Background: an optimization exercise with open tools, aiming at a short achievable clock period and few clock cycles. Do not read the settings as production practice.
The RTL was checked by simulation tests, not by an equivalence proof against the original design.
Power is estimated from default activity; no workload was simulated.

$ cat design/flow/constraint.sdc
create_clock -name core_clock -period 5.0 [get_ports {clk}]
set_input_delay 1.0000 -clock core_clock [delete_from_list [all_inputs] [get_ports {clk}]]
set_output_delay 1.0000 -clock core_clock [all_outputs]
set_load 0.01 [all_outputs]
$ cat design/flow/flow/run.sh
#!/bin/bash
# Layout flow: the standard synthesis unchanged, then the standard ORFS
# steps with port buffers that the resizer may size freely.
set -euo pipefail
W="$(pwd)"
bash "$W/standard.sh" synth > "$W/make_synth.log" 2>&1
bash "$W/standard.sh" \
    MATCH_CELL_FOOTPRINT=0 \
    "BUFFER_PORTS_ARGS=-buffer_cell sky130_fd_sc_hd__buf_4" \
    finish > "$W/make_layout.log" 2>&1
$ cat design/flow/design.v
module cm0_dbgctl #(
    parameter integer P_POLL_LIMIT = 100
) (
    input  wire        clk,
    input  wire        rst,            
    input  wire        cmd_valid,
    output wire        cmd_ready,
    input  wire [31:0] cmd_word,
    input  wire [31:0] cmd_arg,
    output reg         resp_valid,
    output reg  [2:0]  resp_status,
    output reg  [31:0] resp_data,
    output reg  [7:0]  resp_err,
    output wire        bus_req,
    output wire        bus_we,
    output wire [31:0] bus_addr,
    output wire [31:0] bus_wdata,
    input  wire        bus_ack,
    input  wire [31:0] bus_rdata,
    input  wire        bus_err,
    input  wire [7:0]  bus_err_code
);
    localparam [2:0] ST_OK          = 3'd0;
    localparam [2:0] ST_TIMEOUT     = 3'd1;
    localparam [2:0] ST_TRANSPORT   = 3'd2;
    localparam [2:0] ST_UNSUPPORTED = 3'd3;
    localparam [2:0] ST_ILLEGAL     = 3'd4;
    localparam [3:0] OP_RDREG    = 4'h1;
    localparam [3:0] OP_WRREG    = 4'h2;
    localparam [3:0] OP_HALT     = 4'h3;
    localparam [3:0] OP_RUN      = 4'h4;
    localparam [3:0] OP_STEP     = 4'h5;
    localparam [3:0] OP_WAITH    = 4'h6;
    localparam [3:0] OP_BPUNITS  = 4'h7;
    localparam [3:0] OP_BPEN     = 4'h8;
    localparam [3:0] OP_SETBP    = 4'h9;
    localparam [3:0] OP_ENBP     = 4'hA;
    localparam [3:0] OP_DISBP    = 4'hB;
    localparam [3:0] OP_BASICREG = 4'hC;
    localparam integer SW = 10;
    localparam [9:0] S_NONE  = 10'b0_0_0_0_0_0_0_0_0_0;
    localparam [9:0] S_WSEL  = 10'b1_1_1_0_1_0_0_0_0_0;    
    localparam [9:0] S_WDAT  = 10'b1_1_0_1_1_0_0_0_0_0;    
    localparam [9:0] S_WCTL  = 10'b1_1_0_0_1_0_0_0_0_0;    
    localparam [9:0] S_RDAT  = 10'b1_0_0_1_1_0_0_1_0_0;    
    localparam [9:0] S_P16   = 10'b1_0_0_0_1_1_0_0_0_0;    
    localparam [9:0] S_P17   = 10'b1_0_0_0_1_1_1_0_0_0;    
    localparam [9:0] S_RBP   = 10'b1_0_0_0_0_0_0_0_1_0;    
    localparam [9:0] S_P16B  = 10'b1_0_0_0_1_1_0_0_0_1;    
    localparam [9:0] S_WBP   = 10'b1_1_0_0_0_0_0_0_0_0;    
    localparam [9:0] S_WCMP  = 10'b1_1_0_1_0_0_0_0_0_0;    
    function [9:0] step;
        input [3:0] op;
        input [2:0] i;
        begin
            step = S_NONE;
            case (op)
                OP_RDREG: case (i)
                    3'd0: step = S_WSEL;
                    3'd1: step = S_P16;
                    3'd2: step = S_RDAT;
                    default: step = S_NONE;
                endcase
                OP_WRREG: case (i)
                    3'd0: step = S_WSEL;
                    3'd1: step = S_P16;
                    3'd2: step = S_WDAT;
                    3'd3: step = S_P16;
                    default: step = S_NONE;
                endcase
                OP_HALT: case (i)
                    3'd0: step = S_WCTL;
                    3'd1: step = S_WSEL;
                    3'd2: step = S_P16;
                    3'd3: step = S_RDAT;
                    default: step = S_NONE;
                endcase
                OP_RUN: case (i)
                    3'd0: step = S_WCTL;
                    default: step = S_NONE;
                endcase
                OP_STEP: case (i)
                    3'd0: step = S_WCTL;
                    3'd1: step = S_P17;
                    3'd2: step = S_WSEL;
                    3'd3: step = S_P16;
                    3'd4: step = S_RDAT;
                    default: step = S_NONE;
                endcase
                OP_WAITH: case (i)
                    3'd0: step = S_P17;
                    default: step = S_NONE;
                endcase
                OP_BPUNITS: case (i)
                    3'd0: step = S_RBP;
                    3'd1: step = S_P16B;
                    default: step = S_NONE;
                endcase
                OP_BPEN: case (i)
                    3'd0: step = S_WBP;
                    3'd1: step = S_P17;
                    default: step = S_NONE;
                endcase
                OP_SETBP: case (i)
                    3'd0: step = S_WCMP;
                    3'd1: step = S_P17;
                    default: step = S_NONE;
                endcase
                default: step = S_NONE;
            endcase
        end
    endfunction
    reg        ready_q;        
    reg        run_q;          
    reg        req_q;          
    reg        we_q, a2_q, a3_q, ae_q;           
    reg        poll_q, pbit_q, rd8_q, rdbp_q, bpo_q;
    reg [SW-1:0] q1, q2, q3, q4;                 
    reg [6:0]  cnt_q;          
    reg        tc_q;           
    reg [31:0] wd_q;           
    reg [31:0] arg_q;          
    reg        wrreg_q;        
    reg [3:0]  bpl_q;          
    reg        nzh_q, nzs_q, nzm_q, nze_q, nzc_q, nzr_q;
    reg [3:0]  op_q;
    reg [2:0]  sel_q;
    assign cmd_ready = ready_q;
    assign bus_req   = req_q;
    assign bus_we    = we_q;
    assign bus_addr  = {16'hE000, ae_q, ae_q, 1'b1, 1'b0, ae_q, ae_q, 1'b0, ae_q,
                        ae_q, ae_q, ae_q, ae_q, a3_q, a2_q, 2'b00};
    assign bus_wdata = wd_q;
    wire [3:0] c_op  = cmd_word[3:0];
    wire [4:0] c_reg = cmd_word[8:4];
    wire       c_en  = cmd_word[12];
    wire nz_h = |cmd_word[31:19];
    wire nz_s = |cmd_word[18:16];
    wire nz_m = |cmd_word[15:13];
    wire nz_e = cmd_word[12];
    wire nz_c = |cmd_word[11:9];
    wire nz_r = |cmd_word[8:4];
    wire c_start = !nz_h && !nz_m && !nz_c && !nz_s &&
                   ((((c_op == OP_RDREG) || (c_op == OP_WRREG)) && !nz_e) ||
                    ((c_op == OP_BPEN) && !nz_r) ||
                    (((c_op == OP_HALT) || (c_op == OP_RUN) || (c_op == OP_STEP) ||
                      (c_op == OP_WAITH) || (c_op == OP_BPUNITS) || (c_op == OP_SETBP)) &&
                     !nz_e && !nz_r));
    reg [31:0] c_wdata;        
    always @(*) begin
        case (c_op)
            OP_RDREG: c_wdata = {27'd0, c_reg};
            OP_WRREG: c_wdata = {15'd0, 1'b1, 11'd0, c_reg};
            OP_HALT:  c_wdata = 32'hA05F_0003;
            OP_STEP:  c_wdata = 32'hA05F_000D;
            OP_BPEN:  c_wdata = {30'd0, 1'b1, c_en};
            OP_SETBP: c_wdata = 32'hC000_0001 | (cmd_arg & 32'h1FFF_FFFC);
            default:  c_wdata = 32'hA05F_0000;
        endcase
    end
    wire d_uns   = (op_q == OP_ENBP) || (op_q == OP_DISBP);
    wire d_basok = !nzh_q && !nzm_q && !nzc_q && !nze_q && !nzr_q && (op_q == OP_BASICREG);
    wire d_legal = d_basok || (d_uns && !nzh_q && !nzm_q && !nzc_q && !nze_q && !nzr_q && !nzs_q);
    reg [3:0] d_basic;
    always @(*) begin
        case (sel_q)
            3'd0: d_basic = 4'd0;
            3'd1: d_basic = 4'd1;
            3'd2: d_basic = 4'd2;
            3'd3: d_basic = 4'd3;
            3'd4: d_basic = 4'd9;
            3'd5: d_basic = 4'd15;
            3'd6: d_basic = 4'd14;
            default: d_basic = 4'd13;
        endcase
    end
    wire bit_seen = pbit_q ? bus_rdata[17] : bus_rdata[16];
    wire good     = bus_ack && !bus_err && (!poll_q || bit_seen);    
    wire fin      = bus_ack && (bus_err || (poll_q && !bit_seen && tc_q) ||
                                ((!poll_q || bit_seen) && !q1[SW-1]));
    wire dec      = !req_q;    
    always @(posedge clk) begin
        if (rst) begin
            ready_q    <= 1'b1;
            run_q      <= 1'b0;
            req_q      <= 1'b0;
            resp_valid <= 1'b0;
        end else if (!run_q) begin
            if (cmd_valid) begin
                ready_q    <= 1'b0;
                run_q      <= 1'b1;
                req_q      <= c_start;
                resp_valid <= 1'b0;
            end
        end else begin
            ready_q    <= dec || fin;
            run_q      <= !dec && !fin;
            req_q      <= !dec && !fin;
            resp_valid <= dec || fin;
        end
    end
    always @(posedge clk) begin
        if (rst) begin
            {we_q, a2_q, a3_q, ae_q, poll_q, pbit_q, rd8_q, rdbp_q, bpo_q} <= 9'd0;
        end else if (!run_q) begin
            {we_q, a2_q, a3_q, ae_q, poll_q, pbit_q, rd8_q, rdbp_q, bpo_q} <= step(c_op, 3'd0);
        end else if (good) begin
            {we_q, a2_q, a3_q, ae_q, poll_q, pbit_q, rd8_q, rdbp_q, bpo_q} <= q1[SW-2:0];
        end
    end
    always @(posedge clk) begin
        if (!run_q) begin
            q1 <= step(c_op, 3'd1);
            q2 <= step(c_op, 3'd2);
            q3 <= step(c_op, 3'd3);
            q4 <= step(c_op, 3'd4);
        end else if (good) begin
            q1 <= q2;
            q2 <= q3;
            q3 <= q4;
            q4 <= S_NONE;
        end
    end
    always @(posedge clk) begin
        if (!run_q) begin
            arg_q   <= cmd_arg;
            wrreg_q <= (c_op == OP_WRREG);
            nzh_q   <= nz_h;
            nzs_q   <= nz_s;
            nzm_q   <= nz_m;
            nze_q   <= nz_e;
            nzc_q   <= nz_c;
            nzr_q   <= nz_r;
            op_q    <= c_op;
            sel_q   <= cmd_word[18:16];
        end
    end
    always @(posedge clk) begin
        if (rst)
            wd_q <= 32'd0;
        else if (!run_q)
            wd_q <= c_wdata;
        else if (bus_ack)
            wd_q <= wrreg_q ? arg_q : 32'h0000_000F;
    end
    always @(posedge clk) begin
        if (!run_q || good) begin
            cnt_q <= 7'd0;
            tc_q  <= 1'b0;
        end else if (bus_ack) begin
            cnt_q <= cnt_q + 7'd1;
            tc_q  <= (cnt_q == P_POLL_LIMIT - 2);
        end
    end
    always @(posedge clk)
        if (rdbp_q)
            bpl_q <= bus_rdata[7:4];
    always @(posedge clk) begin
        if (rst) begin
            resp_status <= ST_OK;
            resp_data   <= 32'd0;
            resp_err    <= 8'd0;
        end else if (run_q) begin
            if (dec) begin
                resp_status <= !d_legal ? ST_ILLEGAL : (d_uns ? ST_UNSUPPORTED : ST_OK);
                resp_data   <= {28'd0, d_basok ? d_basic : 4'd0};
                resp_err    <= 8'd0;
            end else begin
                resp_status <= {1'b0, bus_err, !bus_err && poll_q && !bit_seen};
                resp_err    <= bus_err ? bus_err_code : 8'd0;
                if (rd8_q && !bus_err)
                    resp_data <= bus_rdata;
                else if (bpo_q && !bus_err && bit_seen)
                    resp_data <= {28'd0, bpl_q};
                else
                    resp_data <= 32'd0;
            end
        end
    end
endmodule
$ cat design/flow/standard.sh
#!/bin/bash
# synth_recipe.tcl (not shown) runs the flow's synth.tcl, then flattens the netlist and writes it again
# the make line also repeats each setting of config.mk as NAME=value (left out here)
make -C /OpenROAD-flow-scripts/flow DESIGN_CONFIG=/design/flow/config.mk WORK_HOME=/design/flow/orfs CLKGATE_MAP_FILE= SYNTH_SCRIPT=/design/flow/synth_recipe.tcl "${@:-finish}"
$ cat design/flow/config.mk
export PLATFORM = sky130hd
export DESIGN_NAME = cm0_dbgctl
export DESIGN_NICKNAME = cm0_dbgctl
export VERILOG_FILES = /design/flow/design.v
export SDC_FILE = /design/flow/constraint.sdc
export NUM_CORES = 4
export LEC_CHECK = 0
export CAP_MARGIN = 20
export CORE_MARGIN = 2
export CORE_UTILIZATION = 40
export SETUP_SLACK_MARGIN = 3.3
export SLEW_MARGIN = 20
==> key figures <==
Timing
  – Setup-failing EPs final: 0
  – Minimum clock period: 1.98 ns
  – Period utilization: 0.395
  – Final Max Tran Viols: 0
  – Fmax: 0.506 GHz
  – Hold_ws: 0.466 ns
  – Slew Limit Headroom: 0.628
  – Count of final hold-check violations: 0
  – Setup TNS: 0 ns
  – Skew final: 0.00859 ns
  – RSZ-0062 raised after global routing: yes
  – Tightest Pin Transition: 0.553 ns

Routing
  – Via/cell ratio: 5.35
  – Routed WL: 20400 um
  – Drt initial violations: 254
  – DRT antenna net count: 0
  – Drt drc: 0
  – Vias: 6106
  – Pre-antenna DRT Iters: 6
  – Post-DR wirelength/cell: 17.9 um

Yosys
  – Post-Syn Area: 6790 um2
  – Flops & latches, synth: 163
  – Yosys cell types: 63
  – Ys Warns: 1
  – Syn Inst Count: 652
  – Post-synth top flop: dfxtp_1
  – Average cell area after synthesis: 10.4 um2
  – Most area-hungry cell type in the Yosys netlist: edfxtp_1
  – Number of synthesized flops with an enable pin: 67
  – Register area share after synthesis: 0.580
  – Synth area leaders: edfxtp_1 (30%), dfxtp_1 (28%), a22oi_1 (5.6%), nor2_1 (4.0%), buf_4 (3.5%)
  – Async set-reset flop share out of synthesis: 0
  – Top-area cell type share of the netlist area: 0.296

Clocking
  – Sink Count: 163
  – Root Buffer: clkbuf_16
  – H-tree Lvls: 4
  – Clk buf depth: 2
  – Cts hold-fix bufs: 0
  – CTS tree: built
  – Clock Latency Late Sink: 0.42 ns
  – TritonCTS Buffers: 17
  – Clock-pin slew on the worst setup and hold paths: 0.06 ns

Floorplan
  – Die Area: 18000 um2
  – Initial Util: 0.409
  – Site Rows: 47
  – Core area: 16600 um2
  – I/O pins: 220
  – Die H: 134 um
  – Die width: 134 um

Final layout
  – Layout Nets: 1019
  – Final Util: 0.660
  – Final Non-Filler Cells: 1141
  – Share of cells above drive strength 1: 0.575
  – Syn-to-layout area delta: 61.3%
  – Register area: 4050 um2
  – # fillers: 1296
  – ANT cells: 0
  – Area of the multi-input gates: 3110 um2
  – Post-route cell area: 10900 um2

Global route
  – First-pass GRT wire length: 30500 um
  – Initial antenna violation count: 0
  – Overflow left after global routing: 0
  – Pin count of the biggest net entering global routing: 76
  – Number of global-route vias before repair: 5830
  – Overall global routing resource usage: 0.214

Status
  – Outcome: finished clean

Power and ir drop
  – Pwr/cell area: 300 nW/um2
  – Peak VDD IR: 283 uV
  – Leakage Power: 4.36 nW

Hold path
  – Hold crit path type: reg2reg
  – HP Start: resp_err[7]
  – Worst hold path depth: 2
  – Worst Hold End: resp_err[7]

Placement
  – Post-DP HPWL: 12200 um
  – Area after DPL: 8650 um2
  – Gp weighted congestion: 0.761
  – # port buffers: 198
  – Cells after DPL: 1012

Critical path
  – Endpoint type of the worst setup path: register
  – Crit path arrival time: 2.30 ns
  – Crit Path Max Fanout: 2
  – Reg2reg end: resp_data[0]
  – Worst Reg-to-Reg Cells: 4
  – FF-to-FF Start: nzh_q
  – Worst path required time: 5.32 ns
  – Critical path type: reg2reg
  – Reg-to-reg slack, setup: 3.02 ns
  – Crit start category: register

Run
  – Max-cap violations: 0
## report_power, final
part	total, W	internal [W]	switching (W)	leakage, nW
Clock	0.00138	0.000876	0.000503	0.309
Sequential	0.00149	0.00146	0.0000369	1.51
Combinational	0.000414	0.000214	0.000200	2.54
## how the worst max path moves through the flow
| stage | slack (ns) | startpoint | to |
|---|---|---|---|
| 4_1_cts | 3.02 | ae_q | bus_addr[5] |
| 3_3_place_gp | 2.49 | rst | pbit_q |
| 2_1_floorplan | 2.74 | cmd_word[14] | req_q |
| 6_report | 3.02 | nzh_q | resp_data[0] |
| 5_1_grt | 2.97 | nzh_q | resp_data[0] |
| 3_5_place_dp | 2.43 | bus_rdata[16] | a3_q |
## flip-flops by register name, indices dropped and copies added (netlist names), 3 cells and up
name,cells
bpl_q,4
resp_err,8
q1,8
cnt_q,7
q3,3
resp_data,32
sel_q,3
q2,5
op_q,4
wd_q,32
arg_q,32
resp_status,3
## layer usage
metal	vias up	track usage	wire length [um]
met5	-	0	0
met4	0	0.0608	243
met3	18	0.0397	1040
met2	197	0.361	10300
met1	3027	0.281	8810
li1	2864	-	-
## repair_timing
| item | in CTS | in global routing |
|---|---|---|
| cloned | 7 | 4 |
| pin swaps | 14 | 15 |
| resized for setup | 221 | 28 |
| setup buffers | 53 | 33 |
| hold endpoints to repair | 0 | 0 |
| setup endpoints to repair | 257 | 131 |
## Yosys cell counts (4+ instances only)
cell type and n:
o21ai_0 20, o211ai_1 4, inv_1 8, clkbuf_1 39, nand2_1 45, or3_1 5
buf_4 32, a21o_1 4, nand2b_1 7, nand4_1 6, nor2_1 73, nor3_1 11
nor4_1 5, and3_1 6, nand3_1 15, a211oi_1 23, a21oi_1 36, dfxtp_1 96
and2_1 6, xnor2_1 5, o2bb2ai_1 4, nor2b_1 5, a22oi_1 51, edfxtp_1 67
a31oi_1 12, xor2_1 4, buf_1 4
## final cells by class
class | count | share of cell area
sequential | 163 | 0.369
multi-input combinational | 423 | 0.284
timing repair buffer | 294 | 0.259
clock buffer | 22 | 0.0434
tap | 220 | 0.0251
clock inverter | 10 | 0.0139
inverter | 9 | 0.00469
## kinds of logic after synthesis
group                    Yosys count  synth area share
AO/OA/AOI/OAI                    176             0.176
XOR/XNOR                           9            0.0116
adder cells (fa/ha/maj)            2           0.00369
buffers and inverters             90            0.0730
flip-flops                       163             0.580
multiplexers                       4           0.00608
other                              2           0.00111
AND/OR/NAND/NOR                  206             0.149
## critical path, cell delays in order, from the launching register on
cell and delay (ns):
edfxtp_1 0.35, or4_4 0.54, or2_4 0.25, or4_4 0.50, a311oi_2 0.24
## through the flow
step,setup slack [ns],power (W)
finish,3.02,0.00329
global route,2.97,0.00341
CTS,3.02,0.00326
detailed placement,2.43,0.00182
global placement,2.49,0.00182
floorplan,2.74,0.00170
## placed cells by master (no fill, tap or decap), types with 5 or more instances in the layout
cell / n
buf_6: 90
a211oi_1: 13
clkbuf_16: 24
and2_1: 6
a22oi_2: 51
a31oi_1: 10
nand3_1: 13
and3_4: 7
conb_1: 21
nor2_1: 71
nor3_1: 9
a21oi_1: 27
nand2b_1: 5
edfxtp_1: 67
o21ai_0: 17
inv_1: 5
nand2_1: 42
a211oi_2: 9
buf_4: 185
dfxtp_2: 80
a21oi_2: 7
buf_12: 8
dfxtp_1: 13
nand4_1: 6
Testbench counts, summed over its fixed seeds: cycles 273,952.

==> static timing again, ports no longer ideal <==
How much do the figures lean on ideal ports? The routed layout below was timed once more, with nothing changed but the port constraints. Step 1: set_driving_cell puts a clkbuf_16 on clk and a buf_2 on each other input, an assumption about the parent block. Step 2, shift: input delay + t, output delay - t, t = (earliest + latest rising clock arrival at the registers) / 2. This alone moves slack from input paths to output paths. Slacks: no drivers / after step 1 / after step 2; pairs: no drivers / after step 1.
shift t [ns]: 0.455
setup slack, ns: 3.024 / 3.012 / 2.617
clock arrival spread, ns: 0.010 / 0.010
worst slew at a driven data input, ns: 0.19
After both steps setup and hold are still met in this run. For this run, drivers alone change the setup slack by -0.012 ns; drivers and shift together by -0.407 ns.
